Source: an optimization exercise on an open RTL-to-GDS flow (aim: small area, a short achievable clock period and few clock cycles). Production flows keep margins and buffers that such runs may drop. In this exercise RTL edits were held to simulation tests only and were not proved equivalent to the original. No activity file was given, so power comes from the tool's default toggle rates.

===== flow/config.mk =====
export PLATFORM = sky130hd
export DESIGN_NAME = frame_engine
export DESIGN_NICKNAME = frame_engine
export VERILOG_FILES = /design/flow/design.v
export SDC_FILE = /design/flow/constraint.sdc
export NUM_CORES = 4
export LEC_CHECK = 0
export CAP_MARGIN = 20
export CORE_MARGIN = 2
export CORE_UTILIZATION = 40
export SLEW_MARGIN = 20

===== flow/constraint.sdc =====
create_clock -name core_clock -period 10.0 [get_ports {clk}]
set_input_delay 2.0000 -clock core_clock [delete_from_list [all_inputs] [get_ports {clk}]]
set_output_delay 2.0000 -clock core_clock [all_outputs]
set_load 0.01 [all_outputs]

===== flow/design.v =====
module frame_engine (
    input  wire        clk,
    input  wire        rst,
    input  wire        req_valid,
    input  wire        req_we,
    input  wire [19:0] req_addr,
    input  wire [31:0] req_wdata,
    output wire        req_ack,
    output wire        resp_err,
    output wire [31:0] resp_rdata
);
  localparam [31:0] MAGIC = 32'hDEBB20E3;    
  localparam [2:0] R_OK        = 3'd0;
  localparam [2:0] R_TOOLARGE  = 3'd1;
  localparam [2:0] R_MALFORMED = 3'd2;
  localparam [2:0] R_CRCMIS    = 3'd3;
  localparam [2:0] R_UNKKIND   = 3'd4;
  localparam [2:0] R_IDEXH     = 3'd5;
  localparam [2:0] R_SEQERR    = 3'd6;
  localparam [2:0] R_ILLEGAL   = 3'd7;
  localparam [1:0] TX_IDLE = 2'd0, TX_BUILT = 2'd1, TX_SER = 2'd2;
  localparam [1:0] RX_IDLE = 2'd0, RX_INTRANSIT = 2'd1, RX_VALID = 2'd2, RX_INVALID = 2'd3;
  localparam [1:0] S_IDLE  = 2'd0;    
  localparam [1:0] S_BUILD = 2'd1;    
  localparam [1:0] S_DEC   = 2'd2;    
  localparam [1:0] S_EMB   = 2'd3;    
  reg [31:0] crc_acc;
  reg [2:0]  result;
  reg [31:0] err_a, err_b;
  reg [16:0] next_id;
  reg [1:0]  txph;
  reg        tx_trunc;
  reg        tx_kind;
  reg [5:0]  tx_len;
  reg [31:0] tx_csum;
  reg [5:0]  tx_wlen;
  reg [23:0] rx_wlen;
  reg [1:0]  rxph;
  reg [15:0] rx_id;
  reg        rx_kind;
  reg [5:0]  rx_len;
  reg [31:0] rx_csum;      
  reg [8*32-1:0] pbuf;
  reg [8*32-1:0] tpay;
  reg [8*41-1:0] txbuf;
  reg [8*41-1:0] rxbuf;
  reg [8*32-1:0] rpbuf;
  reg [1:0]  st;
  reg [1:0]  ek;           
  reg [5:0]  tp;           
  reg [31:0] tcrc;
  reg [5:0]  rp;           
  reg [31:0] rcrc;
  reg [31:0] rsnap;
  wire [15:0] tx_id = (txph != TX_IDLE) ? (next_id[15:0] - 16'd1) : 16'd0;
  function [31:0] crc_byte;
    input [31:0] c;
    input [7:0]  b;
    integer k;
    reg [31:0] r;
    begin
      r = c ^ {24'd0, b};
      for (k = 0; k < 8; k = k + 1)
        r = r[0] ? ((r >> 1) ^ 32'hEDB88320) : (r >> 1);
      crc_byte = r;
    end
  endfunction
  function [31:0] hdr_crc;
    input [15:0] id;
    begin
      hdr_crc[0] = id[3] ^ id[6] ^ id[8] ^ id[9] ^ id[10] ^ id[11] ^ id[12] ^ id[14] ^ id[15];
      hdr_crc[1] = ~(id[4] ^ id[7] ^ id[9] ^ id[10] ^ id[11] ^ id[12] ^ id[13] ^ id[15]);
      hdr_crc[2] = id[5] ^ id[8] ^ id[10] ^ id[11] ^ id[12] ^ id[13] ^ id[14];
      hdr_crc[3] = id[6] ^ id[9] ^ id[11] ^ id[12] ^ id[13] ^ id[14] ^ id[15];
      hdr_crc[4] = id[0] ^ id[7] ^ id[10] ^ id[12] ^ id[13] ^ id[14] ^ id[15];
      hdr_crc[5] = ~(id[0] ^ id[1] ^ id[8] ^ id[11] ^ id[13] ^ id[14] ^ id[15]);
      hdr_crc[6] = ~(id[1] ^ id[2] ^ id[3] ^ id[6] ^ id[8] ^ id[10] ^ id[11]);
      hdr_crc[7] = ~(id[0] ^ id[2] ^ id[3] ^ id[4] ^ id[7] ^ id[9] ^ id[11] ^ id[12]);
      hdr_crc[8] = id[0] ^ id[1] ^ id[3] ^ id[4] ^ id[5] ^ id[8] ^ id[10] ^ id[12] ^ id[13];
      hdr_crc[9] = id[1] ^ id[2] ^ id[3] ^ id[4] ^ id[5] ^ id[8] ^ id[10] ^ id[12] ^ id[13] ^ id[15];
      hdr_crc[10] = id[2] ^ id[4] ^ id[5] ^ id[8] ^ id[10] ^ id[12] ^ id[13] ^ id[15];
      hdr_crc[11] = ~(id[0] ^ id[3] ^ id[5] ^ id[6] ^ id[9] ^ id[11] ^ id[13] ^ id[14]);
      hdr_crc[12] = id[1] ^ id[4] ^ id[6] ^ id[7] ^ id[10] ^ id[12] ^ id[14] ^ id[15];
      hdr_crc[13] = id[0] ^ id[2] ^ id[5] ^ id[7] ^ id[8] ^ id[11] ^ id[13] ^ id[15];
      hdr_crc[14] = id[1] ^ id[3] ^ id[6] ^ id[8] ^ id[9] ^ id[12] ^ id[14];
      hdr_crc[15] = id[2] ^ id[4] ^ id[7] ^ id[9] ^ id[10] ^ id[13] ^ id[15];
      hdr_crc[16] = ~(id[5] ^ id[6] ^ id[9] ^ id[12] ^ id[15]);
      hdr_crc[17] = id[6] ^ id[7] ^ id[10] ^ id[13];
      hdr_crc[18] = ~(id[7] ^ id[8] ^ id[11] ^ id[14]);
      hdr_crc[19] = ~(id[8] ^ id[9] ^ id[12] ^ id[15]);
      hdr_crc[20] = ~(id[3] ^ id[6] ^ id[8] ^ id[11] ^ id[12] ^ id[13] ^ id[14] ^ id[15]);
      hdr_crc[21] = id[0] ^ id[3] ^ id[4] ^ id[6] ^ id[7] ^ id[8] ^ id[10] ^ id[11] ^ id[13];
      hdr_crc[22] = ~(id[0] ^ id[1] ^ id[3] ^ id[4] ^ id[5] ^ id[6] ^ id[7] ^ id[10] ^ id[15]);
      hdr_crc[23] = ~(id[1] ^ id[2] ^ id[4] ^ id[5] ^ id[6] ^ id[7] ^ id[8] ^ id[11]);
      hdr_crc[24] = ~(id[0] ^ id[2] ^ id[5] ^ id[7] ^ id[10] ^ id[11] ^ id[14] ^ id[15]);
      hdr_crc[25] = id[1] ^ id[9] ^ id[10] ^ id[14];
      hdr_crc[26] = id[0] ^ id[2] ^ id[10] ^ id[11] ^ id[15];
      hdr_crc[27] = ~(id[0] ^ id[1] ^ id[6] ^ id[8] ^ id[9] ^ id[10] ^ id[14] ^ id[15]);
      hdr_crc[28] = ~(id[0] ^ id[1] ^ id[2] ^ id[3] ^ id[6] ^ id[7] ^ id[8] ^ id[12] ^ id[14]);
      hdr_crc[29] = ~(id[0] ^ id[1] ^ id[2] ^ id[3] ^ id[4] ^ id[7] ^ id[8] ^ id[9] ^ id[13] ^ id[15]);
      hdr_crc[30] = id[1] ^ id[2] ^ id[4] ^ id[5] ^ id[6] ^ id[11] ^ id[12] ^ id[15];
      hdr_crc[31] = id[2] ^ id[5] ^ id[7] ^ id[8] ^ id[9] ^ id[10] ^ id[11] ^ id[13] ^ id[14] ^ id[15];
    end
  endfunction
  function [31:0] hdr_fix;
    input       k;
    input [5:0] m;
    reg [31:0] a, b;
    begin
      case (m)
        6'd0: begin a = 32'h01C26A37; b = 32'h00000000; end
        6'd1: begin a = 32'hB8BC6765; b = 32'h01C26A37; end
        6'd2: begin a = 32'h3D6029B0; b = 32'hAA09C88B; end
        6'd3: begin a = 32'hCB5CD3A5; b = 32'h47A07AD0; end
        6'd4: begin a = 32'hA6770BB4; b = 32'h9B914216; end
        6'd5: begin a = 32'hCCAA009E; b = 32'h52382FA7; end
        6'd6: begin a = 32'h177B1443; b = 32'hC66F0987; end
        6'd7: begin a = 32'hEFC26B3E; b = 32'h64616DC9; end
        6'd8: begin a = 32'hC18EDFC0; b = 32'h13D740F4; end
        6'd9: begin a = 32'h9BA54C6F; b = 32'h7B4D3E85; end
        6'd10: begin a = 32'hDD96D985; b = 32'hEA37E861; end
        6'd11: begin a = 32'h9D0FE176; b = 32'hE7C9BFA3; end
        6'd12: begin a = 32'hB9FBDBE8; b = 32'h2AF5912D; end
        6'd13: begin a = 32'hAE689191; b = 32'hFC0E720C; end
        6'd14: begin a = 32'h87A6CB43; b = 32'h2082F6AB; end
        6'd15: begin a = 32'hEF52B6E1; b = 32'hC68233D5; end
        6'd16: begin a = 32'hD7E28058; b = 32'h2EA35C18; end
        6'd17: begin a = 32'h65673B46; b = 32'hC4A0BB52; end
        6'd18: begin a = 32'h9FDA839E; b = 32'h2A08DDA9; end
        6'd19: begin a = 32'h172864C0; b = 32'h30FA900F; end
        6'd20: begin a = 32'h9B73EAD4; b = 32'hF556D941; end
        6'd21: begin a = 32'h81256527; b = 32'h9A5DCD0B; end
        6'd22: begin a = 32'hA58B900E; b = 32'hCF562D6D; end
        6'd23: begin a = 32'hE71DA697; b = 32'h9647DBC6; end
        6'd24: begin a = 32'h6E8C1B41; b = 32'hFF7B76C4; end
        6'd25: begin a = 32'h01B5FD1D; b = 32'hF27A669E; end
        6'd26: begin a = 32'h6307D924; b = 32'h159BC302; end
        6'd27: begin a = 32'h3C60E308; b = 32'h8D1C23CB; end
        6'd28: begin a = 32'h0EE7E8D1; b = 32'hB919AE23; end
        6'd29: begin a = 32'hF1DA05AA; b = 32'hAC39800D; end
        6'd30: begin a = 32'h36F290F3; b = 32'hB7024D82; end
        6'd31: begin a = 32'h24825136; b = 32'h35F370B2; end
        6'd32: begin a = 32'hCF9E17C8; b = 32'h4B6C3346; end
        default: begin a = 32'h0; b = 32'h0; end
      endcase
      hdr_fix = (k ? a : 32'h0) ^ b;
    end
  endfunction
  wire [2:0]  win     = req_addr[19:17];
  wire [5:0]  bi      = req_addr[5:0];
  wire        hz      = (req_addr[16:6] == 11'd0);
  wire        lt32    = hz & ~bi[5];
  wire        lt41    = hz & (bi < 6'd41);
  wire        in_regs = (win == 3'd0) & (req_addr[16:7] == 10'd0) & (req_addr[6:0] < 7'h4C);
  wire        reg_ok  = in_regs & (req_addr[1:0] == 2'b00);
  wire [4:0]  rn      = req_addr[6:2];
  wire        a_pb    = (win == 3'd1) & lt32;
  wire        a_tx    = (win == 3'd2) & lt41;
  wire        a_rx    = (win == 3'd3) & lt41;
  wire        a_rp    = (win == 3'd4) & lt32;
  wire        a_cmd   = reg_ok & (rn == 5'd0);
  wire        a_buf   = a_pb | a_tx | a_rx | a_rp;
  wire        acc_ok  = (reg_ok & (~req_we | (rn == 5'd0))) | a_pb | a_rx | ((a_tx | a_rp) & ~req_we);
  wire idle = (st == S_IDLE);
  wire go   = idle & req_valid;
  wire w_cmd = go & req_we & a_cmd;
  wire w_pb  = go & req_we & a_pb;
  wire w_rx  = go & req_we & a_rx;
  wire [7:0]  op  = req_wdata[7:0];
  wire [23:0] arg = req_wdata[31:8];
  wire c_crc_init  = (op == 8'h01) && (arg == 24'd0);
  wire c_crc_byte  = (op == 8'h02) && (req_wdata[31:16] == 16'd0);
  wire c_build     = (op == 8'h10) || (op == 8'h11);
  wire c_serialize = (op == 8'h12) && (arg == 24'd0);
  wire c_recv      = (op == 8'h20);
  wire c_decode    = (op == 8'h21) && (arg == 24'd0);
  wire [15:0] rx_decl = rxbuf[39:24];
  wire [5:0]  eidx    = rx_decl[5:0] + 6'd5 + {4'd0, ek};
  reg  [2:0]  mwin;
  reg  [5:0]  midx;
  always @(*) begin
    case (st)
      S_IDLE:  begin mwin = win;  midx = bi;   end
      S_BUILD: begin mwin = 3'd1; midx = tp;   end
      S_DEC:   begin mwin = 3'd3; midx = rp;   end
      default: begin mwin = 3'd3; midx = eidx; end
    endcase
  end
  wire [7:0] pb_b = pbuf[midx[4:0]*8 +: 8];
  wire [7:0] rp_b = rpbuf[midx[4:0]*8 +: 8];
  wire [7:0] tx_b = txbuf[midx*8 +: 8];
  wire [7:0] rx_b = rxbuf[midx*8 +: 8];
  reg  [7:0] mb;
  always @(*) begin
    case (mwin)
      3'd1:    mb = pb_b;
      3'd2:    mb = tx_b;
      3'd3:    mb = rx_b;
      3'd4:    mb = rp_b;
      default: mb = 8'd0;
    endcase
  end
  reg [31:0] reg_rdata;
  always @(*) begin
    case (rn)
      5'd1:  reg_rdata = {22'd0, tx_trunc, next_id[16], rxph, txph, 1'b0, result};
      5'd2:  reg_rdata = err_a;
      5'd3:  reg_rdata = err_b;
      5'd4:  reg_rdata = 32'd32;
      5'd5:  reg_rdata = {15'd0, next_id};
      5'd6:  reg_rdata = crc_acc;
      5'd7:  reg_rdata = ~crc_acc;
      5'd8:  reg_rdata = {16'd0, tx_id};
      5'd9:  reg_rdata = {31'd0, tx_kind};
      5'd10: reg_rdata = {26'd0, tx_len};
      5'd11: reg_rdata = tx_csum;
      5'd12: reg_rdata = {26'd0, tx_wlen};
      5'd13: reg_rdata = {8'd0, rx_wlen};
      5'd14: reg_rdata = {16'd0, rx_id};
      5'd15: reg_rdata = {31'd0, rx_kind};
      5'd16: reg_rdata = {26'd0, rx_len};
      5'd17: reg_rdata = rx_csum;
      5'd18: reg_rdata = rx_csum;
      default: reg_rdata = 32'd0;
    endcase
  end
  assign resp_err   = ~acc_ok;
  assign resp_rdata = req_we ? 32'd0 : ((reg_ok ? reg_rdata : 32'd0) | {24'd0, a_buf ? mb : 8'd0});
  wire [31:0] hcrc = hdr_crc(next_id[15:0]);
  wire        u_tx    = idle ? (win == 3'd1) : (st == S_BUILD);
  wire        u_first = idle ? (bi == 6'd0) : (u_tx ? (tp == 6'd0) : (rp == 6'd0));
  wire [31:0] u_state = (idle & a_cmd) ? crc_acc :
                        u_tx ? (u_first ? hcrc : tcrc) :
                               (u_first ? 32'hFFFFFFFF : rcrc);
  wire [7:0]  u_byte  = ~idle ? mb : (a_cmd ? req_wdata[15:8] : req_wdata[7:0]);
  wire [31:0] u_out   = crc_byte(u_state, u_byte);
  wire        b_kind  = op[0];
  wire        b_big   = (arg > 24'd32);
  wire        b_trunc = ~b_kind & arg[5];
  wire [5:0]  b_m     = b_trunc ? 6'd31 : arg[5:0];
  wire        b_ready = (tp == b_m);
  wire [31:0] b_csum  = ~(((tp == 6'd0) ? hcrc : tcrc) ^ hdr_fix(b_kind, b_m));
  wire        d_seq   = (rxph != RX_INTRANSIT);
  wire        d_short = (rx_wlen < 24'd5);
  wire        d_mal   = (({8'd0, rx_decl} + 24'd9) != rx_wlen) || (rx_decl > 16'd32);
  wire        d_ready = (rp == rx_decl[5:0] + 6'd9);
  wire        d_match = (rcrc == MAGIC);
  wire        d_kind  = (rxbuf[23:16] > 8'd1);
  wire        r_stop  = (rp > 6'd4) && ({10'd0, rp} == rx_decl + 16'd9);
  wire        r_snap  = (rp > 6'd4) && ({10'd0, rp} == rx_decl + 16'd5);
  wire slow_build  = c_build & ~next_id[16] & ~b_big & ~b_ready;
  wire slow_decode = c_decode & ~d_seq & ~d_short & ~d_mal & ~(d_ready & d_match);
  reg  done;
  always @(*) begin
    case (st)
      S_IDLE:  done = ~(a_cmd & req_we & (slow_build | slow_decode));
      S_BUILD: done = b_ready;
      S_DEC:   done = d_ready & d_match;
      default: done = (ek == 2'd3);
    endcase
  end
  assign req_ack = req_valid & ~rst & done;
  wire do_build  = req_valid & ((w_cmd & c_build & ~next_id[16] & ~b_big & b_ready) |
                                ((st == S_BUILD) & b_ready));
  wire do_ser    = w_cmd & c_serialize & (txph == TX_BUILT);
  wire dec_ok    = req_valid & ((w_cmd & c_decode & ~d_seq & ~d_short & ~d_mal) | (st == S_DEC)) &
                   d_ready & d_match & ~d_kind;
  wire [31:0] csum_rot = {tx_csum, tx_csum} >> (8 * (4 - {4'd0, tx_len[1:0]}));
  wire [7:0]  tx_hdr [0:4];
  assign tx_hdr[0] = tx_id[7:0];
  assign tx_hdr[1] = tx_id[15:8];
  assign tx_hdr[2] = {7'd0, tx_kind};
  assign tx_hdr[3] = {2'd0, tx_len};
  assign tx_hdr[4] = 8'd0;
  genvar j;
  generate
    for (j = 0; j < 32; j = j + 1) begin : g_p
      always @(posedge clk) begin
        if (w_pb && bi == j) pbuf[8*j +: 8] <= req_wdata[7:0];
        if (do_build) tpay[8*j +: 8] <= pbuf[8*j +: 8];
        if (dec_ok && j < rx_decl[5:0]) rpbuf[8*j +: 8] <= rxbuf[8*(j+5) +: 8];
      end
    end
    for (j = 0; j < 41; j = j + 1) begin : g_f
      always @(posedge clk)
        if (w_rx && bi == j) rxbuf[8*j +: 8] <= req_wdata[7:0];
      if (j < 5) begin : g_h
        always @(posedge clk)
          if (do_ser) txbuf[8*j +: 8] <= tx_hdr[j];
      end else if (j < 37) begin : g_b
        always @(posedge clk)
          if (do_ser && j < tx_len + 6'd9)
            txbuf[8*j +: 8] <= (j - 5 < tx_len) ? tpay[8*(j-5) +: 8] : csum_rot[8*((j-5) % 4) +: 8];
      end else begin : g_t
        always @(posedge clk)
          if (do_ser && j < tx_len + 6'd9) txbuf[8*j +: 8] <= csum_rot[8*((j-5) % 4) +: 8];
      end
    end
  endgenerate
  always @(posedge clk) begin
    if (rst) begin
      crc_acc  <= 32'hFFFFFFFF;
      result   <= R_OK;
      err_a    <= 32'd0;
      err_b    <= 32'd0;
      next_id  <= 17'd1;
      txph     <= TX_IDLE;
      tx_trunc <= 1'b0;
      tx_kind  <= 1'b0;
      tx_len   <= 6'd0;
      tx_csum  <= 32'd0;
      tx_wlen  <= 6'd0;
      rx_wlen  <= 24'd0;
      rxph     <= RX_IDLE;
      rx_id    <= 16'd0;
      rx_kind  <= 1'b0;
      rx_len   <= 6'd0;
      rx_csum  <= 32'd0;
      st       <= S_IDLE;
      ek       <= 2'd0;
      tp       <= 6'd0;
      rp       <= 6'd0;
    end else begin
      if (w_pb) begin
        if (bi == 6'd0) begin
          tcrc <= u_out;
          tp   <= 6'd1;
        end else if (bi == tp) begin
          tcrc <= u_out;
          tp   <= tp + 6'd1;
        end else if (bi < tp) begin
          tp   <= 6'd0;
        end
      end
      if (w_rx) begin
        if (bi == 6'd0) begin
          rcrc <= u_out;
          rp   <= 6'd1;
        end else if (bi == rp && !r_stop) begin
          rcrc <= u_out;
          rp   <= rp + 6'd1;
          if (r_snap) rsnap <= rcrc;
        end else if (bi < rp) begin
          rp   <= 6'd0;
        end
      end
      case (st)
        S_IDLE: begin
          if (w_cmd) begin
            result <= R_OK;
            err_a  <= 32'd0;
            err_b  <= 32'd0;
            if (c_crc_init) begin
              crc_acc <= 32'hFFFFFFFF;
            end else if (c_crc_byte) begin
              crc_acc <= u_out;
            end else if (c_build) begin
              if (next_id[16]) begin
                tx_kind <= 1'b0; tx_len <= 6'd0; tx_csum <= 32'd0;
                tx_trunc <= 1'b0; txph <= TX_IDLE;
                result <= R_IDEXH;
                tp <= 6'd0;
              end else if (b_big) begin
                next_id <= next_id + 17'd1;
                tx_kind <= 1'b0; tx_len <= 6'd0; tx_csum <= 32'd0;
                tx_trunc <= 1'b0; txph <= TX_IDLE;
                result <= R_TOOLARGE;
                err_a  <= {8'd0, arg};
                err_b  <= 32'd32;
                tp <= 6'd0;
              end else if (b_ready) begin
                next_id  <= next_id + 17'd1;
                tx_kind  <= b_kind;
                tx_len   <= b_m;
                tx_trunc <= b_trunc;
                tx_csum  <= b_csum;
                txph     <= TX_BUILT;
                tp       <= 6'd0;
              end else begin
                st <= S_BUILD;
                if (tp > b_m) tp <= 6'd0;
              end
            end else if (c_serialize) begin
              if (txph != TX_BUILT) begin
                result <= R_SEQERR;
                err_a  <= 32'h00000012;
                err_b  <= {30'd0, txph};
              end else begin
                tx_wlen <= tx_len + 6'd9;
                txph    <= TX_SER;
              end
            end else if (c_recv) begin
              rx_wlen <= arg;
              rxph    <= RX_INTRANSIT;
            end else if (c_decode) begin
              if (d_seq) begin
                result <= R_SEQERR;
                err_a  <= 32'h00000021;
                err_b  <= {30'd0, rxph};
              end else if (d_short) begin
                rx_id <= 16'd0; rx_kind <= 1'b0; rx_len <= 6'd0;
                rx_csum <= 32'd0; rxph <= RX_INVALID;
                result <= R_MALFORMED;
                err_b  <= {8'd0, rx_wlen};
              end else if (d_mal) begin
                rx_id <= 16'd0; rx_kind <= 1'b0; rx_len <= 6'd0;
                rx_csum <= 32'd0; rxph <= RX_INVALID;
                result <= R_MALFORMED;
                err_a  <= {16'd0, rx_decl};
                err_b  <= {8'd0, rx_wlen};
              end else if (!d_ready) begin
                st <= S_DEC;
              end else if (!d_match) begin
                st <= S_EMB;
                ek <= 2'd0;
              end else if (d_kind) begin
                rx_id <= 16'd0; rx_kind <= 1'b0; rx_len <= 6'd0;
                rx_csum <= 32'd0; rxph <= RX_INVALID;
                result <= R_UNKKIND;
                err_a  <= {24'd0, rxbuf[23:16]};
              end else begin
                rx_id   <= rxbuf[15:0];
                rx_kind <= rxbuf[16];
                rx_len  <= rx_decl[5:0];
                rx_csum <= ~rsnap;
                rxph    <= RX_VALID;
              end
            end else begin
              result <= R_ILLEGAL;
              err_a  <= req_wdata;
            end
          end
        end
        S_BUILD: begin
          if (b_ready) begin
            next_id  <= next_id + 17'd1;
            tx_kind  <= b_kind;
            tx_len   <= b_m;
            tx_trunc <= b_trunc;
            tx_csum  <= b_csum;
            txph     <= TX_BUILT;
            tp       <= 6'd0;
            st       <= S_IDLE;
          end else begin
            tcrc <= u_out;
            tp   <= tp + 6'd1;
          end
        end
        S_DEC: begin
          if (d_ready) begin
            if (!d_match) begin
              st <= S_EMB;
              ek <= 2'd0;
            end else begin
              st <= S_IDLE;
              if (d_kind) begin
                rx_id <= 16'd0; rx_kind <= 1'b0; rx_len <= 6'd0;
                rx_csum <= 32'd0; rxph <= RX_INVALID;
                result <= R_UNKKIND;
                err_a  <= {24'd0, rxbuf[23:16]};
              end else begin
                rx_id   <= rxbuf[15:0];
                rx_kind <= rxbuf[16];
                rx_len  <= rx_decl[5:0];
                rx_csum <= ~rsnap;
                rxph    <= RX_VALID;
              end
            end
          end else begin
            rcrc <= u_out;
            rp   <= rp + 6'd1;
            if (r_snap) rsnap <= rcrc;
          end
        end
        default: begin    
          err_a <= {mb, err_a[31:8]};
          ek    <= ek + 2'd1;
          if (ek == 2'd3) begin
            rx_id <= 16'd0; rx_kind <= 1'b0; rx_len <= 6'd0;
            rx_csum <= 32'd0; rxph <= RX_INVALID;
            result <= R_CRCMIS;
            err_b  <= ~rsnap;
            st     <= S_IDLE;
          end
        end
      endcase
    end
  end
endmodule

===== flow/run.sh =====
#!/bin/bash
# synth_recipe.tcl (not shown) runs the flow's synth.tcl, then flattens the netlist and writes it again
# the make line also repeats each setting of config.mk as NAME=value (left out here)
make -C /OpenROAD-flow-scripts/flow DESIGN_CONFIG=/design/flow/config.mk WORK_HOME=/design/flow/orfs CLKGATE_MAP_FILE= SYNTH_SCRIPT=/design/flow/synth_recipe.tcl finish

==> metrics.md, run 1 <==
| Metric | Value |
|---|---|
| Syn Nets | a little under 8000 |
| DR vias | 72341 |
| Multi-input logic area | 32200 µm² |
| Routability cong. | 1.02 |
| Row count | around 170 |
| Area of the die | 216000 µm² |
| Clk Latency, worst-skew pair | 900 ps |
| Register area share after synthesis | 0.593 |
| Number of synthesis warnings | 1 |
| Synth Cell Area | 84900 µm² |
| Layout cells sized above 1 | 0.130 |
| Synthesis-stage register bit count | 1764 |
| First-pass GRT wire length | 561000 µm |
| Largest cells by area after synthesis | edfxtp_1, dfxtp_1, nand2_1, a21oi_1, nor2_1 |
| Max_slew headroom | 0.144 |
| Top_reg_cell synth | edfxtp_1 |
| Minimum clock period | 10130 ps |
| Post-CTS Setup Inserts | 0 |
| Crit path max fanout | 42 |
| DRT iter0 DRCs | 13396 |
| Hold buffers post-CTS | 0 |
| RSZ-0062 raised after global routing | false |
| Vias in the first global route | 66778 |
| Clock sinks | 1764 |
| Max layer used | met5 |
| Startpoint Class | primary input |
| Critical Path AT | 8130 ps |
| Clock root buffer | clkbuf_16 |
| Met1 WL | 148000 µm |
| Final period util | 1.01 |
| Grt ovf | 0 |
| Final #Nets | just under 8000 |
| Post-synth top area share | 0.531 |
| Wire per inst | 38.6 µm |
| Inserted Clock Buffers | approximately 190 |
| Lkg Pwr | between 30 and 40 nW |
| Via density | 6.71 |
| Cells after synthesis | 7706 |
| Fmax | ~99 MHz |
| Pin count of the biggest net entering global routing | approximately 130 |
| Synth-to-layout area growth | 14.0% |
| H-tree depth | 4 |
| Power Density | 179 nW/µm² |
| Routed wl met2 | 177000 µm |
| Top cells by count, synth | edfxtp_1, nand2_1, nor2_1 |
| TritonCTS clock tree | built |
| WL met3 | 52500 µm |
| Drt pass-1 iters | 8 |
| Fillers | 19552 |
| Max Buffers Root-to-Sink | 3 |
| Distinct cells, synth | 96 |
| Mapped Avg Cell Area | 11.0 µm² |
| PortBufs | 89 |
| Initial antenna violation count | 30 |
| Layout check failures | negative setup slack |
| Final hold vios | 0 |
| Worst Tran Pin Value | 1260 ps |
| CTS-repair resized insts | 0 |
| Placed Area | 90200 µm² |
| Gr usage total | 0.373 |
| Initial Utilization | 0.401 |
| HP Class | register to register |
| Top-count cell post-synth | edfxtp_1 |
| Crit path setup slack, layout | -134 ps |
| Die height | 465 µm |
| Register area | approximately 50000 µm² |
| Max VDD drop | 0.197 mV |
| Final HPWL DP | ~290000 µm |
| DRC viols | 0 |
| Io pins | 90 |
| Critical setup path kind | primary input to output port |
| Worst-path clk slew | 70 ps |
| Outcome | finished with violations |
| Number of max-cap violations | 0 |
| Final Cell Area | 96800 µm² |
| Worst EP required | 8000 ps |
| Core Area | between 200000 and 250000 µm² |
| Setup crit end kind | output port |
| Post-route ant nets | 0 |
| Hold_ws | about 350 ps |
| Post-Route WL | between 400000 and 500000 µm |
| Largest area contributor in the netlist | edfxtp_1 |
| Ys async rst share | 0 |
| Setup violators final | 1 |
| EDFF count, synth | 1503 |
| Die X | 465 µm |
| Slew Viols, Final | 0 |
| Worst clock skew | 115 ps |
final cells by class:
class                   instances  share of cell area
diodes                         49             0.00127
clock buffers                 218              0.0505
clock inverters               137              0.0158
inverters                      87             0.00340
multi-input cells            5261               0.332
flip-flops and latches       1764               0.520
well taps                    2821              0.0365
repair buffers                437              0.0400
metrics by stage:
step	instances	util	power [mW]	setup slack [ps]	setup TNS [ps]
floorplan	7706	-	9.16	1720	0
finish	10774	0.457	17.3	-134	-134
global placement	10354	0.425	10.0	-45.0	-45.0
global route	10734	0.457	17.6	79.1	0
CTS	10719	0.456	17.2	205	0
detailed placement	10364	0.426	10.0	229	0
worst max-delay path, cell delays in order:
cell             delay, ps
clkdlybuf4s50_1        580
a222oi_1               150
buf_4                  190
a21oi_4                630
buf_16                 250
buf_4                  490
a211oi_1                90
a311oi_1               410
a311oi_1                90
a311oi_1               970
nor4_1                 330
o32ai_1                690
buf_4                  270
nand2_1                 50
o21ai_0                220
clkdlybuf4s50_1        650
power by group:
part	switching [mW]	internal [mW]
Combinational	1.35	0.532
Clock	3.24	4.12
Sequential	0.0798	7.99
Total	4.67	12.6
state kept, by name, indices dropped and copies added (netlist names), 3 cells and up:
name     flops
rxbuf      328
err_a       32
rpbuf      256
rx_id       16
rp           6
tpay       256
txbuf      311
rsnap       32
tx_len       6
rx_len       6
crc_acc     32
tcrc        32
tp           6
next_id     17
rx_wlen     24
tx_csum     32
rx_csum     32
err_b       32
result       3
rcrc        32
pbuf       256
tx_wlen      6
cell families (layout without fill, tap and decap cells):
logic type                 count (synthesis)  count (layout)  share of synthesized area
AOI/OAI and AO/OA                       1992            1992                      0.152
xor gates and xnor gates                 293             293                     0.0318
adders and majority gates                 69              69                     0.0103
buffers and inverters                    681             879                     0.0348
DFF                                     1764            1764                      0.593
muxes                                    297             297                     0.0438
other                                      0              49                          0
and+or+nand+nor                         2610            2610                      0.135
cell usage in the layout (no fill, tap or decap), types with 52 or more instances in the layout:
master | synthesis | routed
dfxtp_1 | 261 | 259
clkbuf_16 | 0 | 190
nand2_1 | 1059 | 1055
nor3_1 | 126 | 122
a211oi_1 | 240 | 239
inv_1 | 80 | 78
a22oi_1 | 82 | 80
a221oi_1 | 60 | 58
o21ai_0 | 344 | 344
clkdlybuf4s50_1 | 0 | 77
nor2_1 | 731 | 712
buf_4 | 22 | 320
and3_1 | 187 | 187
nand3_1 | 269 | 267
xor2_1 | 64 | 64
a21oi_1 | 612 | 594
mux2i_1 | 78 | 70
mux2_2 | 177 | 177
ha_1 | 68 | 66
clkinv_1 | 5 | 52
edfxtp_1 | 1503 | 1503
xnor2_1 | 213 | 212
a311oi_1 | 111 | 111
a31oi_1 | 124 | 123
o22ai_1 | 76 | 75
worst paths after layout:
check,from,end,slack (ps),cells past startpoint
worst min-delay path,rxbuf[86],rpbuf[46],350,0
worst max register to register,st[0],rcrc[20],2190,18
worst max-delay path,req_addr[0],resp_rdata[7],-130,16
worst min register to register,rxbuf[86],rpbuf[46],350,0
per-layer routing:
layer,vias to the layer above,global-route usage
met5,-,0
met4,10,0.276
met1,35738,0.469
met3,1466,0.104
li1,28974,-
met2,6153,0.548
Testbench counts, summed over its fixed seeds: cycles 19,220.
==> run 2: changes to the inputs <==
--- a/flow/design.v
+++ b/flow/design.v
@@ -50,4 +50,5 @@
   reg [5:0]  tp;           
   reg [31:0] tcrc;
+  reg [7:0]  tlast;
   reg [5:0]  rp;           
   reg [31:0] rcrc;
@@ -187,8 +188,19 @@
     endcase
   end
-  wire [7:0] pb_b = pbuf[midx[4:0]*8 +: 8];
-  wire [7:0] rp_b = rpbuf[midx[4:0]*8 +: 8];
-  wire [7:0] tx_b = txbuf[midx*8 +: 8];
-  wire [7:0] rx_b = rxbuf[midx*8 +: 8];
+  function [7:0] sel_b;
+    input [8*41-1:0] v;
+    input [5:0] i;
+    input integer n;
+    integer k;
+    begin
+      sel_b = 8'd0;
+      for (k = 0; k < 41; k = k + 1)
+        if (k < n) sel_b = sel_b | (v[8*k +: 8] & {8{i == k}});
+    end
+  endfunction
+  wire [7:0] pb_b = sel_b({72'd0, pbuf}, midx, 32);
+  wire [7:0] rp_b = sel_b({72'd0, rpbuf}, midx, 32);
+  wire [7:0] tx_b = sel_b(txbuf, midx, 41);
+  wire [7:0] rx_b = sel_b(rxbuf, midx, 41);
   reg  [7:0] mb;
   always @(*) begin
@@ -228,10 +240,9 @@
   assign resp_rdata = req_we ? 32'd0 : ((reg_ok ? reg_rdata : 32'd0) | {24'd0, a_buf ? mb : 8'd0});
   wire [31:0] hcrc = hdr_crc(next_id[15:0]);
-  wire        u_tx    = idle ? (win == 3'd1) : (st == S_BUILD);
-  wire        u_first = idle ? (bi == 6'd0) : (u_tx ? (tp == 6'd0) : (rp == 6'd0));
-  wire [31:0] u_state = (idle & a_cmd) ? crc_acc :
-                        u_tx ? (u_first ? hcrc : tcrc) :
-                               (u_first ? 32'hFFFFFFFF : rcrc);
-  wire [7:0]  u_byte  = ~idle ? mb : (a_cmd ? req_wdata[15:8] : req_wdata[7:0]);
+  wire        u_tx    = idle ? ((win == 3'd1) | (a_cmd & c_build)) : (st == S_BUILD);
+  wire        u_acc   = idle & a_cmd;
+  wire        u_first = idle ? (bi == 6'd0) : (rp == 6'd0);
+  wire [31:0] u_state = u_tx ? tcrc : u_acc ? crc_acc : (u_first ? 32'hFFFFFFFF : rcrc);
+  wire [7:0]  u_byte  = u_tx ? tlast : u_acc ? req_wdata[15:8] : (idle ? req_wdata[7:0] : mb);
   wire [31:0] u_out   = crc_byte(u_state, u_byte);
   wire        b_kind  = op[0];
@@ -239,6 +250,8 @@
   wire        b_trunc = ~b_kind & arg[5];
   wire [5:0]  b_m     = b_trunc ? 6'd31 : arg[5:0];
-  wire        b_ready = (tp == b_m);
-  wire [31:0] b_csum  = ~(((tp == 6'd0) ? hcrc : tcrc) ^ hdr_fix(b_kind, b_m));
+  wire        b_zero  = (b_m == 6'd0);
+  wire        b_full  = (tp == b_m);
+  wire        b_ready = b_zero | ((tp != 6'd0) & (b_full | (tp == b_m + 6'd1)));
+  wire [31:0] b_csum  = ~((b_zero ? hcrc : b_full ? u_out : tcrc) ^ hdr_fix(b_kind, b_m));
   wire        d_seq   = (rxph != RX_INTRANSIT);
   wire        d_short = (rx_wlen < 24'd5);
@@ -324,11 +337,15 @@
       if (w_pb) begin
         if (bi == 6'd0) begin
-          tcrc <= u_out;
-          tp   <= 6'd1;
+          tcrc  <= hcrc;
+          tlast <= req_wdata[7:0];
+          tp    <= 6'd1;
         end else if (bi == tp) begin
-          tcrc <= u_out;
-          tp   <= tp + 6'd1;
+          tcrc  <= u_out;
+          tlast <= req_wdata[7:0];
+          tp    <= tp + 6'd1;
+        end else if (bi + 6'd1 == tp) begin
+          tlast <= req_wdata[7:0];
         end else if (bi < tp) begin
-          tp   <= 6'd0;
+          tp    <= 6'd0;
         end
       end
@@ -379,5 +396,5 @@
               end else begin
                 st <= S_BUILD;
-                if (tp > b_m) tp <= 6'd0;
+                if (tp > b_m) tp <= 6'd0;    
               end
             end else if (c_serialize) begin
@@ -443,6 +460,7 @@
             st       <= S_IDLE;
           end else begin
-            tcrc <= u_out;
-            tp   <= tp + 6'd1;
+            tcrc  <= (tp == 6'd0) ? hcrc : u_out;
+            tlast <= mb;
+            tp    <= tp + 6'd1;
           end
         end
--- a/flow/config.mk
+++ b/flow/config.mk
@@ -9,3 +9,4 @@
 export CORE_MARGIN = 2
 export CORE_UTILIZATION = 40
+export SETUP_SLACK_MARGIN = 3
 export SLEW_MARGIN = 20
==> run 2 against run 1 <==
Compared with the run above: the run now finishes clean; highest routed layer unchanged; flip-flop and latch count increased by 8; maximum frequency increased by 26%; die area increased by 0.40%; non-clock buffer count increased by 488; count of clock-buffer cells in the layout increased by 30.
==> metrics.md, run 2 <==
| Metric | Value |
|---|---|
| Post-route ant nets | 0 (unchanged) |
| Simple-Gate Fraction of Synth Area | 0.111 (-0.0234) |
| Commonest cells after routing, fill and taps aside | edfxtp_1, nand2_1, buf_4 |
| Drt pass-1 iters | 23 (+15) |
| Hold path start | rxbuf[81] |
| Minimum clock period | 8050 ps (-2090 ps) |
| TNS Setup | 0 ps (+134 ps) |
| Biggest regs | rxbuf: 328 flops, txbuf: 311 flops |
| Post-synthesis compound-gate area fraction | 0.169 (+0.0177) |
| Ys async rst share | 0 (unchanged) |
| Worst Tran Pin Value | 1310 ps (+55.9 ps) |
| Final hold vios | 0 (unchanged) |
| Core Area | 212000 µm² (+0.20%) |
| Largest family of logic cells by synthesized area | compound AO/OA/AOI/OAI gates |
| Grt ovf | 0 (unchanged) |
| Max reg flops | 328 (unchanged) |
| Multi-input logic area | 35300 µm² (+9.7%) |
| Critical Path AT | 6050 ps (-2080 ps) |
| Die height | 466 µm (+0.20%) |
| Dpl ws | -39.3 ps (-268 ps) |
| Crit path max fanout | 6 (-86%) |
| H-tree depth | 4 (unchanged) |
| DR vias | 78230 (+8.1%) |
| Vias in the first global route | 70806 (+6.0%) |
| Hold_ws | 430 ps (+83.5 ps) |
| PortBufs | 89 (unchanged) |
| Register area | 50600 µm² (+0.48%) |
| Hold buffers post-CTS | 0 (unchanged) |
| Startpoint Class | primary input |
| RSZ-0062 raised after global routing | true |
| Max_slew headroom | 0.125 (-0.0193) |
| Post-synth top area share | 0.532 (+0.000696) |
| Final #Nets | 8135 (+3.4%) |
| Pin count of the biggest net entering global routing | 88 (-30%) |
| Post-synthesis mux area share | 0.0497 (+0.00590) |
| Final period util | 0.805 (-0.209) |
| Critical setup path kind | primary input to output port |
| Clk Latency, worst-skew pair | 910 ps (about the same) |
| Worst-path clk slew | 70 ps (about the same) |
| Via density | 7.11 (+5.8%) |
| Syn Nets | 7565 (-3.4%) |
| Post-Layout Cell Count | 11009 (+2.2%) |
| Cells after synthesis | 7432 (-3.6%) |
| Post-Synth Adder-Cell Area | 0.0114 (+0.00113) |
| Row count | 169 (unchanged) |
| Largest cells by area after synthesis | edfxtp_1, dfxtp_1, a21oi_1, nand2_1, nor2_1 |
| Synthesis-stage register bit count | 1772 (+0.45%) |
| Crit path setup slack, layout | 1950 ps (+2090 ps) |
| Area of the die | 217000 µm² (+0.40%) |
| Gr usage total | 0.498 (+0.125) |
| Commonest non-fill, non-tap cell in the layout | edfxtp_1 |
| Post-Synth XOR/XNOR Area | 0.0336 (+0.00181) |
| Top-count cell post-synth | edfxtp_1 |
| Outcome | no timing/DRC/antenna violations |
| Setup crit end kind | output port |
| Post-Route WL | 555000 µm (+34%) |
| Synth-to-layout area growth | 23.3% |
| TritonCTS clock tree | built |
| Max Buffers Root-to-Sink | 3 (unchanged) |
| DRC viols | 0 (unchanged) |
| Number of synthesis warnings | 1 (unchanged) |
| Die X | 466 µm (+0.20%) |
| Inserted Clock Buffers | 193 (+2.1%) |
| Fillers | 18930 (-3.2%) |
| Power Density | 166 nW/µm² (-7.1%) |
| Largest area contributor in the netlist | edfxtp_1 |
| RR Startpoint | rxbuf[24] |
| Worst EP required | 8000 ps (about the same) |
| Top_reg_cell synth | edfxtp_1 |
| Mapped Avg Cell Area | 11.5 µm² (+4.1%) |
| Initial Utilization | 0.402 (+0.000805) |
| Register area share after synthesis | 0.593 (about the same) |
| Clock root buffer | clkbuf_16 |
| Slew Viols, Final | 0 (unchanged) |
| Max VDD drop | 0.188 mV (-4.4%) |
| Final HPWL DP | 411000 µm (+43%) |
| EDFF count, synth | 1511 (+0.53%) |
| Fmax | 124 MHz (+26%) |
| Top reg by flops | rxbuf |
| Setup violators final | 0 (-1) |
| Wire per inst | 50.4 µm (+31%) |
| Lkg Pwr | 36.2 nW (+8.7%) |
| Synth Cell Area | 85300 µm² (+0.40%) |
| Clock sinks | 1772 (+0.45%) |
| HP Class | register to register |
| Top cells by count, synth | edfxtp_1, nand2_1, nor2_1 |
| Crit path from | req_addr[1] |
| Worst clock skew | 78.1 ps (-37.2 ps) |
| Initial antenna violation count | 62 (+110%) |
| DRT iter0 DRCs | 15117 (+13%) |
| Io pins | 90 (unchanged) |
| Distinct cells, synth | 118 (+23%) |
| First-pass GRT wire length | 712000 µm (+27%) |
| Layout cells sized above 1 | 0.234 (+0.104) |
| DP Cell Count | 10357 (-0.068%) |
| Number of max-cap violations | 0 (unchanged) |
| Routability cong. | 1.13 (+11%) |
[run 2: timing repair]
action | CTS | global route
gates resized for setup | 674 | 89
hold endpoints to repair | 0 | 0
setup endpoints to repair | 162 | 85
pin swaps | 156 | 59
gates cloned | 15 | 2
buffers inserted | 212 | 41
[run 2: layout make-up]
| cell class | count | area share |
|---|---|---|
| inverter | 94 | 0.00363 |
| multi-input combinational | 5016 | 0.336 |
| antenna | 32 | 0.000762 |
| clock inverter | 101 | 0.0130 |
| timing repair buffer | 925 | 0.0829 |
| tap | 2821 | 0.0336 |
| clock buffer | 248 | 0.0492 |
| sequential | 1772 | 0.481 |
[run 2: layer usage]
metal / vias to the layer above / track usage / share of wire
met4: 34 / 0.389 / 0.099
met3: 1762 / 0.165 / 0.13
met1: 39547 / 0.624 / 0.36
met5: - / 0 / 0.00046
met2: 7180 / 0.707 / 0.41
li1: 29707 / - / -
[run 2: critical path: stages]
cell and delay (ps):
clkdlybuf4s15_1 230, a22oi_2 100, buf_6 180, a22oi_2 170
buf_6 180, buf_4 230, buf_16 240, mux2i_1 480
o32ai_1 180, a211oi_1 230, nand4_1 150, nand4b_1 440
a221oi_4 650, buf_6 170, o22ai_1 150, buf_2 250
[run 2: where the power goes]
part | leakage [nW] | internal [mW] | switching (mW)
Clock | 3.15 | 4.26 | 3.30
Sequential | 16.5 | 7.98 | 0.0338
Combinational | 16.6 | 0.649 | 1.25
Total | 36.2 | 12.9 | 4.58
[run 2: cells by family (layout without fill, tap and decap cells)]
| logic type | after synthesis | after routing |
|---|---|---|
| other | 0 | 32 |
| AOI/OAI and AO/OA | 2150 | 2150 |
| muxes | 382 | 382 |
| buffers and inverters | 645 | 1368 |
| and+or+nand+nor | 2108 | 2109 |
| adders and majority gates | 77 | 77 |
| xor gates and xnor gates | 298 | 298 |
| DFF | 1772 | 1772 |
[run 2: final timing paths]
kind	to	slack (ps)	cells after the start
max reg2reg	tx_csum[18]	2970	27
min	rpbuf[41]	430	0
min reg2reg	rpbuf[41]	430	0
max	resp_rdata[2]	1950	16
[run 2: metrics by stage]
stage | cell area [µm²] | power [mW] | util
2_1_floorplan | 85300 | 8.87 | -
3_3_place_gp | 92500 | 9.75 | 0.436
3_5_place_dp | 92600 | 9.75 | 0.437
4_1_cts | 104000 | 17.3 | 0.491
5_1_grt | 105000 | 17.7 | 0.495
6_report | 105000 | 17.5 | 0.496
Testbench counts of run 2, summed over its fixed seeds: cycles 18,676.
==> run 3: changes to the inputs <==
--- a/flow/design.v
+++ b/flow/design.v
@@ -178,14 +178,16 @@
   wire [15:0] rx_decl = rxbuf[39:24];
   wire [5:0]  eidx    = rx_decl[5:0] + 6'd5 + {4'd0, ek};
-  reg  [2:0]  mwin;
-  reg  [5:0]  midx;
+  reg  [2:0]  iwin;
+  reg  [5:0]  iidx;
   always @(*) begin
     case (st)
-      S_IDLE:  begin mwin = win;  midx = bi;   end
-      S_BUILD: begin mwin = 3'd1; midx = tp;   end
-      S_DEC:   begin mwin = 3'd3; midx = rp;   end
-      default: begin mwin = 3'd3; midx = eidx; end
+      S_IDLE:  begin iwin = 3'd0; iidx = 6'd0; end
+      S_BUILD: begin iwin = 3'd1; iidx = tp;   end
+      S_DEC:   begin iwin = 3'd3; iidx = rp;   end
+      default: begin iwin = 3'd3; iidx = eidx; end
     endcase
   end
+  wire [2:0]  mwin = win | iwin;
+  wire [5:0]  midx = bi | iidx;
   function [7:0] sel_b;
     input [8*41-1:0] v;
@@ -256,10 +258,12 @@
   wire        d_seq   = (rxph != RX_INTRANSIT);
   wire        d_short = (rx_wlen < 24'd5);
-  wire        d_mal   = (({8'd0, rx_decl} + 24'd9) != rx_wlen) || (rx_decl > 16'd32);
+  wire        l_small = (rx_decl[15:6] == 10'd0);
+  wire [5:0]  l6      = rx_decl[5:0];
+  wire        d_mal   = ~(l_small & (l6 <= 6'd32) & (rx_wlen[23:6] == 18'd0) & (rx_wlen[5:0] == l6 + 6'd9));
   wire        d_ready = (rp == rx_decl[5:0] + 6'd9);
   wire        d_match = (rcrc == MAGIC);
   wire        d_kind  = (rxbuf[23:16] > 8'd1);
-  wire        r_stop  = (rp > 6'd4) && ({10'd0, rp} == rx_decl + 16'd9);
-  wire        r_snap  = (rp > 6'd4) && ({10'd0, rp} == rx_decl + 16'd5);
+  wire        r_stop  = (rp > 6'd4) & l_small & ({1'b0, rp} == {1'b0, l6} + 7'd9);
+  wire        r_snap  = (rp > 6'd4) & l_small & ({1'b0, rp} == {1'b0, l6} + 7'd5);
   wire slow_build  = c_build & ~next_id[16] & ~b_big & ~b_ready;
   wire slow_decode = c_decode & ~d_seq & ~d_short & ~d_mal & ~(d_ready & d_match);
--- a/flow/config.mk
+++ b/flow/config.mk
@@ -8,5 +8,5 @@
 export CAP_MARGIN = 20
 export CORE_MARGIN = 2
-export CORE_UTILIZATION = 40
+export CORE_UTILIZATION = 55
 export SETUP_SLACK_MARGIN = 3
 export SLEW_MARGIN = 20
==> run 3 against run 2 <==
Compared with the run above: still clean; utilization rose by 17 points; critical path depth did not move; setup slack improved by 270 ps; final area fell by 2.4%; sequential share of layout area rose by 1.2 points.
==> metrics.md, run 3 <==
| Metric | Value |
|---|---|
| Post-route ant nets | 0 (unchanged) |
| Top_reg_cell synth | edfxtp_1 |
| Power Density | 165 nW/µm² (-0.43%) |
| Clk Latency, worst-skew pair | 880 ps (-30 ps) |
| Internal cell power | 12.4 mW (-3.7%) |
| Synth-to-layout area growth | 19.7% |
| Worst-path clk slew | 70 ps (about the same) |
| TritonCTS clock tree | built |
| Grt ovf | 0 (unchanged) |
| Met1 Resource Use GR | 0.702 (+0.0783) |
| DP Cell Count | 9608 (-7.2%) |
| Io pins | 90 (unchanged) |
| Critical setup path kind | primary input to output port |
| Commonest non-fill, non-tap cell in the layout | edfxtp_1 |
| Via density | 8.23 (+16%) |
| Number of max-cap violations | 0 (unchanged) |
| Clock network power share | 0.411 (-0.022) |
| Initial Utilization | 0.555 (+0.153) |
| Ys async rst share | 0 (unchanged) |
| Switching power | 4.58 mW (-0.17%) |
| Die X | 399 µm (-14%) |
| Largest area contributor in the netlist | edfxtp_1 |
| Slew Viols, Final | 0 (unchanged) |
| R2r setup slk | 2790 ps (-180 ps) |
| Switch share | 0.270 (+0.00713) |
| Top reg by flops | rxbuf |
| Crit path from | req_addr[2] |
| Synthesis-stage register bit count | 1772 (unchanged) |
| Syn Nets | 7710 (+1.9%) |
| RR Endpoint | tx_csum[8] |
| Worst clock skew | 71.7 ps (-6.34 ps) |
| Number of synthesis warnings | 1 (unchanged) |
| Combinational share of power | 0.117 (+0.008) |
| Pin count of the biggest net entering global routing | 124 (+41%) |
| Largest cells by area after synthesis | edfxtp_1, dfxtp_1, a21oi_1, nand2_1, nor2_1 |
| Distinct cells, synth | 123 (+4.2%) |
| Vias in the first global route | 74524 (+5.3%) |
| DRT iter0 DRCs | 20053 (+33%) |
| Grt met2 use | 0.808 (+0.101) |
| Final HPWL DP | 359000 µm (-13%) |
| Cells after synthesis | 7578 (+2.0%) |
| DRC viols | 0 (unchanged) |
| Seq pwr share | 0.471 (+0.013) |
| Worst Tran Pin Value | 1390 ps (+79.4 ps) |
| Post-Layout Cell Count | 10280 (-6.6%) |
| Crit path max fanout | 5 (-1) |
| Max Buffers Root-to-Sink | 3 (unchanged) |
| Inserted Clock Buffers | 178 (-7.8%) |
| Routability cong. | 1.18 (+4.8%) |
| Register area share after synthesis | 0.590 (-0.00338) |
| Synth Cell Area | 85800 µm² (+0.57%) |
| Critical Path AT | 5780 ps (-270 ps) |
| Final period util | 0.778 (-0.0271) |
| Startpoint Class | primary input |
| Die height | 399 µm (-14%) |
| Layout cells sized above 1 | 0.213 (-0.0209) |
| First-pass GRT wire length | 664000 µm (-6.7%) |
| Max reg flops | 328 (unchanged) |
| Most heavily used metal layer in global routing | met2 |
| Top cells by count, synth | edfxtp_1, nand2_1, nor2_1 |
| DR vias | 84556 (+8.1%) |
| H-tree depth | 4 (unchanged) |
| Placed Area | 90800 µm² (-1.9%) |
| Biggest regs | rxbuf: 328 flops, txbuf: 311 flops |
| Clock sinks | 1772 (unchanged) |
| Max_slew headroom | 0.0682 (-0.0564) |
| Clock root buffer | clkbuf_16 |
| Row count | 144 (-15%) |
| Final hold vios | 0 (unchanged) |
| Hold buffers post-CTS | 0 (unchanged) |
| Lkg Pwr | 35.2 nW (-2.7%) |
| Final #Nets | 8142 (+0.086%) |
| Gr usage total | 0.625 (+0.126) |
| Setup crit end kind | output port |
| PortBufs | 89 (unchanged) |
| Final Cell Area | 103000 µm² (-2.4%) |
| Initial antenna violation count | 59 (-4.8%) |
| Post-synth top area share | 0.529 (-0.00303) |
| TNS Setup | 0 ps (unchanged) |
| Worst EP required | 8000 ps (about the same) |
| Fmax | 129 MHz (+3.5%) |
| Drt pass-1 iters | 12 (-48%) |
| Top-count cell post-synth | edfxtp_1 |
| Post-Route WL | 513000 µm (-7.7%) |
| Commonest cells after routing, fill and taps aside | edfxtp_1, nand2_1, nor2_1 |
| EDFF count, synth | 1511 (unchanged) |
| R2R depth | 23 (-15%) |
| Max VDD drop | 0.182 mV (-3.3%) |
| Wire per inst | 49.9 µm (-1.1%) |
| Crit path capture | resp_rdata[1] |
| Area of the die | 159000 µm² (-27%) |
| Outcome | no timing/DRC/antenna violations |
| Fillers | 10930 (-42%) |
| Core Area | 154000 µm² (-27%) |
| RSZ-0062 raised after global routing | true |
| RR Startpoint | rxbuf[29] |
| Setup violators final | 0 (unchanged) |
| Met3 usage | 0.371 (+0.206) |
| Minimum clock period | 7780 ps (-271 ps) |
| HP Class | register to register |
| Mapped Avg Cell Area | 11.3 µm² (-1.4%) |
run 3: cell count changes after synthesis, sizes merged, moves of 19 or more:
| cell | before | now |
|---|---|---|
| a21oi | 572 | 628 |
| a31oi | 70 | 89 |
| a211oi | 107 | 80 |
| nor4 | 47 | 72 |
| mux2 | 211 | 192 |
| nand2 | 754 | 817 |
| and3 | 30 | 63 |
| mux2i | 159 | 201 |
| a22oi | 263 | 187 |
| nand4 | 85 | 59 |
| nor2 | 665 | 789 |
run 3: layout make-up:
class                   count  area, µm²  share of cell area
diodes                     76        190             0.00185
clock buffers             210       4660              0.0454
clock inverters           120       1240              0.0121
inverters                  86        352             0.00343
multi-input cells        5174      35600               0.347
flip-flops and latches   1772      50600               0.493
well taps                2044       2560              0.0249
repair buffers            798       7470              0.0728
run 3: logic make-up (layout without fill, tap and decap cells):
family                   Yosys count  count (layout)  synth area share
flip-flops                      1772            1772             0.590
adder cells (fa/ha/maj)           76              76            0.0112
other                              0              76                 0
XOR/XNOR                         271             271            0.0324
buffers and inverters            637            1214            0.0312
AO/OA/AOI/OAI                   2124            2126             0.164
multiplexers                     404             404            0.0517
AND/OR/NAND/NOR                 2294            2297             0.119
run 3: metal layers:
layer | up-vias | wire (µm) | share of wire
met3 | 3689 | 98400 | 0.19
met2 | 11174 | 189000 | 0.37
li1 | 29887 | - | -
met4 | 52 | 68100 | 0.13
met1 | 39754 | 155000 | 0.30
met5 | - | 2090 | 0.0041
run 3: through the flow:
| step | hold slack [ps] | setup slack (ps) | power, mW | utilization |
|---|---|---|---|---|
| final | 433 | 2220 | 17.0 | 0.665 |
| after detailed placement | 433 | 353 | 9.77 | 0.588 |
| after global routing | 419 | 2380 | 17.1 | 0.664 |
| after floorplan | 406 | 3000 | 9.00 | - |
| after CTS | 418 | 2450 | 16.6 | 0.652 |
| after global placement | 428 | 251 | 9.76 | 0.588 |
run 3: worst min path at each step:
stage | start | to | slack (ps) | depth (start not counted)
after floorplan | tx_len[3] | txbuf[27] | 410 | 0
after global placement | pbuf[159] | tpay[159] | 430 | 0
after detailed placement | rxbuf[99] | rpbuf[59] | 430 | 0
after CTS | pbuf[110] | tpay[110] | 420 | 0
after global routing | pbuf[110] | tpay[110] | 420 | 0
final | pbuf[110] | tpay[110] | 430 | 0
run 3: power by group through the flow:
stage / logic (mW) / registers (mW) / clock network [mW]
finish: 1.99 / 8.01 / 6.98
global route: 1.94 / 8.00 / 7.12
CTS: 1.75 / 8.00 / 6.85
detailed placement: 1.61 / 8.16 / 0
global placement: 1.60 / 8.16 / 0
floorplan: 0.851 / 8.15 / 0
run 3: what timing repair did:
item | CTS | global route
pin swaps | 89 | 99
resized for setup | 543 | 220
endpoints found under the setup margin | 160 | 81
setup buffers | 171 | 79
gates cloned | 9 | 4
run 3: worst max-delay path, stage by stage:
cell     delay, ps
buf_8          130
nor2_4         140
a32oi_4        130
buf_12         180
buf_4          150
nor4_4         270
buf_6          170
nand3_2        250
buf_4          300
o22ai_1        700
nor3_1         250
a31oi_1        410
nor4_4          90
buf_4          190
o22ai_1        180
buf_2          210
Testbench counts of run 3, summed over its fixed seeds: cycles 18,676.
==> run 4: changes to the inputs <==
--- a/flow/design.v
+++ b/flow/design.v
@@ -54,4 +54,6 @@
   reg [31:0] rcrc;
   reg [31:0] rsnap;
+  reg        sbusy;        
+  reg [5:0]  sidx;         
   wire [15:0] tx_id = (txph != TX_IDLE) ? (next_id[15:0] - 16'd1) : 16'd0;
   function [31:0] crc_byte;
@@ -164,5 +166,6 @@
   wire        acc_ok  = (reg_ok & (~req_we | (rn == 5'd0))) | a_pb | a_rx | ((a_tx | a_rp) & ~req_we);
   wire idle = (st == S_IDLE);
-  wire go   = idle & req_valid;
+  wire hold = sbusy & ((a_cmd & req_we) | (a_tx & (bi >= sidx)));
+  wire go   = idle & req_valid & ~hold;
   wire w_cmd = go & req_we & a_cmd;
   wire w_pb  = go & req_we & a_pb;
@@ -271,5 +274,5 @@
   always @(*) begin
     case (st)
-      S_IDLE:  done = ~(a_cmd & req_we & (slow_build | slow_decode));
+      S_IDLE:  done = ~hold & ~(a_cmd & req_we & (slow_build | slow_decode));
       S_BUILD: done = b_ready;
       S_DEC:   done = d_ready & d_match;
@@ -280,14 +283,26 @@
   wire do_build  = req_valid & ((w_cmd & c_build & ~next_id[16] & ~b_big & b_ready) |
                                 ((st == S_BUILD) & b_ready));
-  wire do_ser    = w_cmd & c_serialize & (txph == TX_BUILT);
   wire dec_ok    = req_valid & ((w_cmd & c_decode & ~d_seq & ~d_short & ~d_mal) | (st == S_DEC)) &
                    d_ready & d_match & ~d_kind;
-  wire [31:0] csum_rot = {tx_csum, tx_csum} >> (8 * (4 - {4'd0, tx_len[1:0]}));
-  wire [7:0]  tx_hdr [0:4];
-  assign tx_hdr[0] = tx_id[7:0];
-  assign tx_hdr[1] = tx_id[15:8];
-  assign tx_hdr[2] = {7'd0, tx_kind};
-  assign tx_hdr[3] = {2'd0, tx_len};
-  assign tx_hdr[4] = 8'd0;
+  wire [5:0] s_off = sidx - 6'd5;
+  wire [1:0] s_cb  = s_off[1:0] - tx_len[1:0];
+  reg  [7:0] s_pay;
+  integer q;
+  always @(*) begin
+    s_pay = 8'd0;
+    for (q = 0; q < 32; q = q + 1)
+      s_pay = s_pay | (tpay[8*q +: 8] & {8{s_off[4:0] == q}});
+  end
+  reg  [7:0] s_byte;
+  always @(*) begin
+    case (sidx)
+      6'd0: s_byte = tx_id[7:0];
+      6'd1: s_byte = tx_id[15:8];
+      6'd2: s_byte = {7'd0, tx_kind};
+      6'd3: s_byte = {2'd0, tx_len};
+      6'd4: s_byte = 8'd0;
+      default: s_byte = (s_off < tx_len) ? s_pay : tx_csum[8*s_cb +: 8];
+    endcase
+  end
   genvar j;
   generate
@@ -302,15 +317,7 @@
       always @(posedge clk)
         if (w_rx && bi == j) rxbuf[8*j +: 8] <= req_wdata[7:0];
-      if (j < 5) begin : g_h
-        always @(posedge clk)
-          if (do_ser) txbuf[8*j +: 8] <= tx_hdr[j];
-      end else if (j < 37) begin : g_b
-        always @(posedge clk)
-          if (do_ser && j < tx_len + 6'd9)
-            txbuf[8*j +: 8] <= (j - 5 < tx_len) ? tpay[8*(j-5) +: 8] : csum_rot[8*((j-5) % 4) +: 8];
-      end else begin : g_t
-        always @(posedge clk)
-          if (do_ser && j < tx_len + 6'd9) txbuf[8*j +: 8] <= csum_rot[8*((j-5) % 4) +: 8];
-      end
+      always @(posedge clk)
+        if (sbusy && sidx == j)
+          txbuf[8*j +: 8] <= s_byte & ((j == 2) ? 8'h01 : (j == 3) ? 8'h3F : (j == 4) ? 8'h00 : 8'hFF);
     end
   endgenerate
@@ -336,7 +343,13 @@
       st       <= S_IDLE;
       ek       <= 2'd0;
+      sbusy    <= 1'b0;
+      sidx     <= 6'd0;
       tp       <= 6'd0;
       rp       <= 6'd0;
     end else begin
+      if (sbusy) begin
+        sidx <= sidx + 6'd1;
+        if (sidx == tx_len + 6'd8) sbusy <= 1'b0;
+      end
       if (w_pb) begin
         if (bi == 6'd0) begin
@@ -410,4 +423,6 @@
                 tx_wlen <= tx_len + 6'd9;
                 txph    <= TX_SER;
+                sbusy   <= 1'b1;
+                sidx    <= 6'd0;
               end
             end else if (c_recv) begin
--- a/flow/config.mk
+++ b/flow/config.mk
@@ -8,5 +8,5 @@
 export CAP_MARGIN = 20
 export CORE_MARGIN = 2
-export CORE_UTILIZATION = 55
+export CORE_UTILIZATION = 45
 export SETUP_SLACK_MARGIN = 3
 export SLEW_MARGIN = 20
==> run 4 against run 3 <==
Compared with the run above: critical endpoint unchanged; wire length grew 0.64%; largest power group unchanged; highest routed layer unchanged; maximum frequency shrank 1.2%; clock skew shrank 5.6 ps; global-route usage shrank 10 points; count of clock-buffer cells in the layout grew 18; critical path depth grew 3; register-to-register slack gained 40 ps.
==> metrics.md, run 4 <==
| Metric | Value |
|---|---|
| Routability cong. | 1.12 (-5.8%) |
| Area of the die | 190000 µm² (+19%) |
| Vias in the first global route | 70341 (-5.6%) |
| Outcome | no timing/DRC/antenna violations |
| Max VDD drop | 0.184 mV (+1.2%) |
| Worst-path clk slew | 70 ps (about the same) |
| Biggest regs | rxbuf: 328 flops, txbuf: 311 flops |
| H-tree depth | 4 (unchanged) |
| Top reg by flops | rxbuf |
| Fmax | 127 MHz (-1.2%) |
| TritonCTS clock tree | built |
| Die height | 436 µm (+9.3%) |
| Final #Nets | 8058 (-1.0%) |
| Largest area contributor in the netlist | edfxtp_1 |
| R2R depth | 26 (+13%) |
| Via density | 7.44 (-9.5%) |
| Register area share after synthesis | 0.605 (+0.0147) |
| Final period util | 0.787 (+0.00924) |
| Cell mode on critical path | buf_4 |
| Grt ovf | 0 (unchanged) |
| DRC viols | 0 (unchanged) |
| PortBufs | 89 (unchanged) |
| Largest family of logic cells by synthesized area | compound AO/OA/AOI/OAI gates |
| Ys async rst share | 0 (unchanged) |
| Worst EP required | 8000 ps (about the same) |
| Lkg Pwr | 34.3 nW (-2.7%) |
| Crit-path max cell delay | 580 ps (-120 ps) |
| Crit path max fanout | 8 (+3) |
| Io pins | 90 (unchanged) |
| Pin count of the biggest net entering global routing | 173 (+40%) |
| Hold_ws | 418 ps (-14.9 ps) |
| Setup crit end kind | output port |
| Top cells by count, synth | edfxtp_1, nand2_1, nor2_1 |
| Gr usage total | 0.525 (-0.0997) |
| Row count | 158 (+9.7%) |
| Post-synthesis compound-gate area fraction | 0.169 (+0.00446) |
| Crit path capture | resp_rdata[1] |
| Clock root buffer | clkbuf_16 |
| Number of synthesis warnings | 1 (unchanged) |
| Initial Utilization | 0.452 (-0.103) |
| Largest cells by area after synthesis | edfxtp_1, dfxtp_1, nand2_1, nor2_1, a21oi_1 |
| Mapped Avg Cell Area | 11.4 µm² (+0.96%) |
| Die X | 436 µm (+9.3%) |
| Final HPWL DP | 374000 µm (+4.0%) |
| Initial antenna violation count | 50 (-15%) |
| DRT iter0 DRCs | 16894 (-16%) |
| Top-count cell post-synth | edfxtp_1 |
| Synthesis-stage register bit count | 1779 (+0.40%) |
| Worst Tran Pin Value | 1380 ps (-17.3 ps) |
| Max_slew headroom | 0.0806 (+0.0124) |
| Clk Latency, worst-skew pair | 900 ps (+20 ps) |
| Final hold vios | 0 (unchanged) |
| R2r setup slk | 2830 ps (+40 ps) |
| Syn Nets | 7493 (-2.8%) |
| Max reg flops | 328 (unchanged) |
| DR vias | 78742 (-6.9%) |
| RR Startpoint | rxbuf[24] |
| Max Buffers Root-to-Sink | 3 (unchanged) |
| Final Cell Area | 103000 µm² (+0.28%) |
| Crit-path slowest cell | nor4_4 |
| Crit path from | rxbuf[24] |
| Top_reg_cell synth | edfxtp_1 |
| Post-synth top area share | 0.541 (+0.0117) |
| Worst clock skew | 66.2 ps (-5.55 ps) |
| Critical path, cell by cell | inv_2 > ha_4 > inv_2 > fa_2 > o21a_4 > mux2_4 > buf_4 > o211ai_1 > nor3_1 > buf_4 > a22o_1 > a2111oi_2 > buf_4 > a21oi_1 > buf_4 > nor4_4 > buf_4 > o22ai_2 > buf_2 |
| Post-route ant nets | 0 (unchanged) |
| RSZ-0062 raised after global routing | true |
| Slew Viols, Final | 0 (unchanged) |
| Drt pass-1 iters | 11 (-1) |
| Setup violators final | 0 (unchanged) |
| Post-Route WL | 516000 µm (+0.64%) |
| Post-Synth XOR/XNOR Area | 0.0355 (+0.00307) |
| Number of max-cap violations | 0 (unchanged) |
| Core Area | 185000 µm² (+20%) |
| First-pass GRT wire length | 667000 µm (+0.48%) |
| Startpoint Class | register |
| Critical Path AT | 5870 ps (+90 ps) |
| Distinct cells, synth | 110 (-11%) |
| Placed Area | 90700 µm² (-0.19%) |
| Clock sinks | 1779 (+0.40%) |
| Critical setup path kind | register to output port |
| Post-synthesis mux area share | 0.0275 (-0.0242) |
| Wire per inst | 48.8 µm (-2.2%) |
| Synth Cell Area | 83900 µm² (-2.2%) |
| Commonest cells after routing, fill and taps aside | edfxtp_1, nand2_1, buf_4 |
| Commonest non-fill, non-tap cell in the layout | edfxtp_1 |
| RR Endpoint | tx_csum[23] |
| Simple-Gate Fraction of Synth Area | 0.121 (+0.00194) |
| EDFF count, synth | 1511 (unchanged) |
| Layout cells sized above 1 | 0.206 (-0.00659) |
| HP Class | register to register |
| Power Density | 170 nW/µm² (+2.7%) |
| Post-Synth Adder-Cell Area | 0.0140 (+0.00287) |
| Cells after synthesis | 7344 (-3.1%) |
| Minimum clock period | 7870 ps (+92.4 ps) |
| Synth-to-layout area growth | 22.7% |
| Inserted Clock Buffers | 186 (+4.5%) |
[run 4: cell count changes after synthesis, moves of 45 or more]
cell / change
mux2_2: -135
nor2_1: -111
mux2i_1: -66
a22oi_1: +93
xnor2_1: +45
a21oi_1: -130
o21ai_0: -47
[run 4: what timing repair did]
action | CTS | global route
pin swaps | 108 | 62
buffers inserted | 192 | 52
hold buffers | 0 | 0
gates cloned | 11 | 2
endpoints found under the setup margin | 157 | 59
gates resized for setup | 586 | 182
[run 4: through the flow]
stage                     std cells  TNS (ps)  setup slack (ps)   util  power, mW
after floorplan                7344         0              3010      -       8.94
after global placement         9938      -163              -163  0.488       9.88
after detailed placement       9941         0               153  0.489       9.89
after CTS                     10490         0              2350  0.547       17.2
after global routing          10549         0              2290  0.555       17.6
final                         10581         0              2130  0.555       17.5
[run 4: routing by layer]
layer,track usage,share of wire,vias to the layer above,routed length [µm]
li1,-,-,29383,-
met3,0.272,0.18,1872,94700
met2,0.694,0.38,8459,197000
met4,0.321,0.082,34,42300
met5,0.0136,0.0011,-,586
met1,0.672,0.35,38994,181000
[run 4: cells by family (layout without fill, tap and decap cells)]
| family | Yosys count | in the layout |
|---|---|---|
| AOI/OAI and AO/OA | 2071 | 2072 |
| xor gates and xnor gates | 325 | 325 |
| adders and majority gates | 93 | 93 |
| buffers and inverters | 586 | 1307 |
| DFF | 1779 | 1779 |
| muxes | 206 | 206 |
| other | 0 | 34 |
| and+or+nand+nor | 2284 | 2285 |
[run 4: worst min path at each step]
stage               startpoint    endpoint  slack, ps  cells past startpoint
CTS                  rxbuf[71]   rpbuf[31]        420                      0
finish               rxbuf[71]   rpbuf[31]        420                      0
detailed placement  rxbuf[100]   rpbuf[60]        430                      0
floorplan            rxbuf[53]   rpbuf[13]        420                      0
global route        rxbuf[129]   rpbuf[89]        420                      0
global placement    rxbuf[218]  rpbuf[178]        420                      0
[run 4: layout make-up]
cell class                 count  area [µm²]
timing repair buffer         883        8370
inverter                      78         309
antenna                       34        85.1
fill                       15782       82500
tap                         2480        3100
clock inverter               118        1410
clock buffer                 228        4880
multi-input combinational   4981       34000
sequential                  1779       50700
[run 4: worst max-delay path: cells and delay by family, from the launching register on]
family	cells	cell delay [ps]
buf+inv	8	1540
compound gates	6	1410
simple gates	2	700
fa+ha+maj	2	590
flops	1	410
mux	1	350
[run 4: report_power, final]
group / switching, mW / internal (mW)
Combinational: 1.47 / 0.645
Clock: 3.28 / 4.04
Sequential: 0.0383 / 8.00
Total: 4.79 / 12.7
Testbench counts of run 4, summed over its fixed seeds: cycles 18,676.

Re-timed with assumed drivers on the ports (clkbuf_16 on the clock, buf_2 on other inputs), run 4 has 2.038 ns of setup slack against 2.130 ns with ideal ports, and 1.915 ns once port delays also move by the mid clock arrival of 0.964 ns.
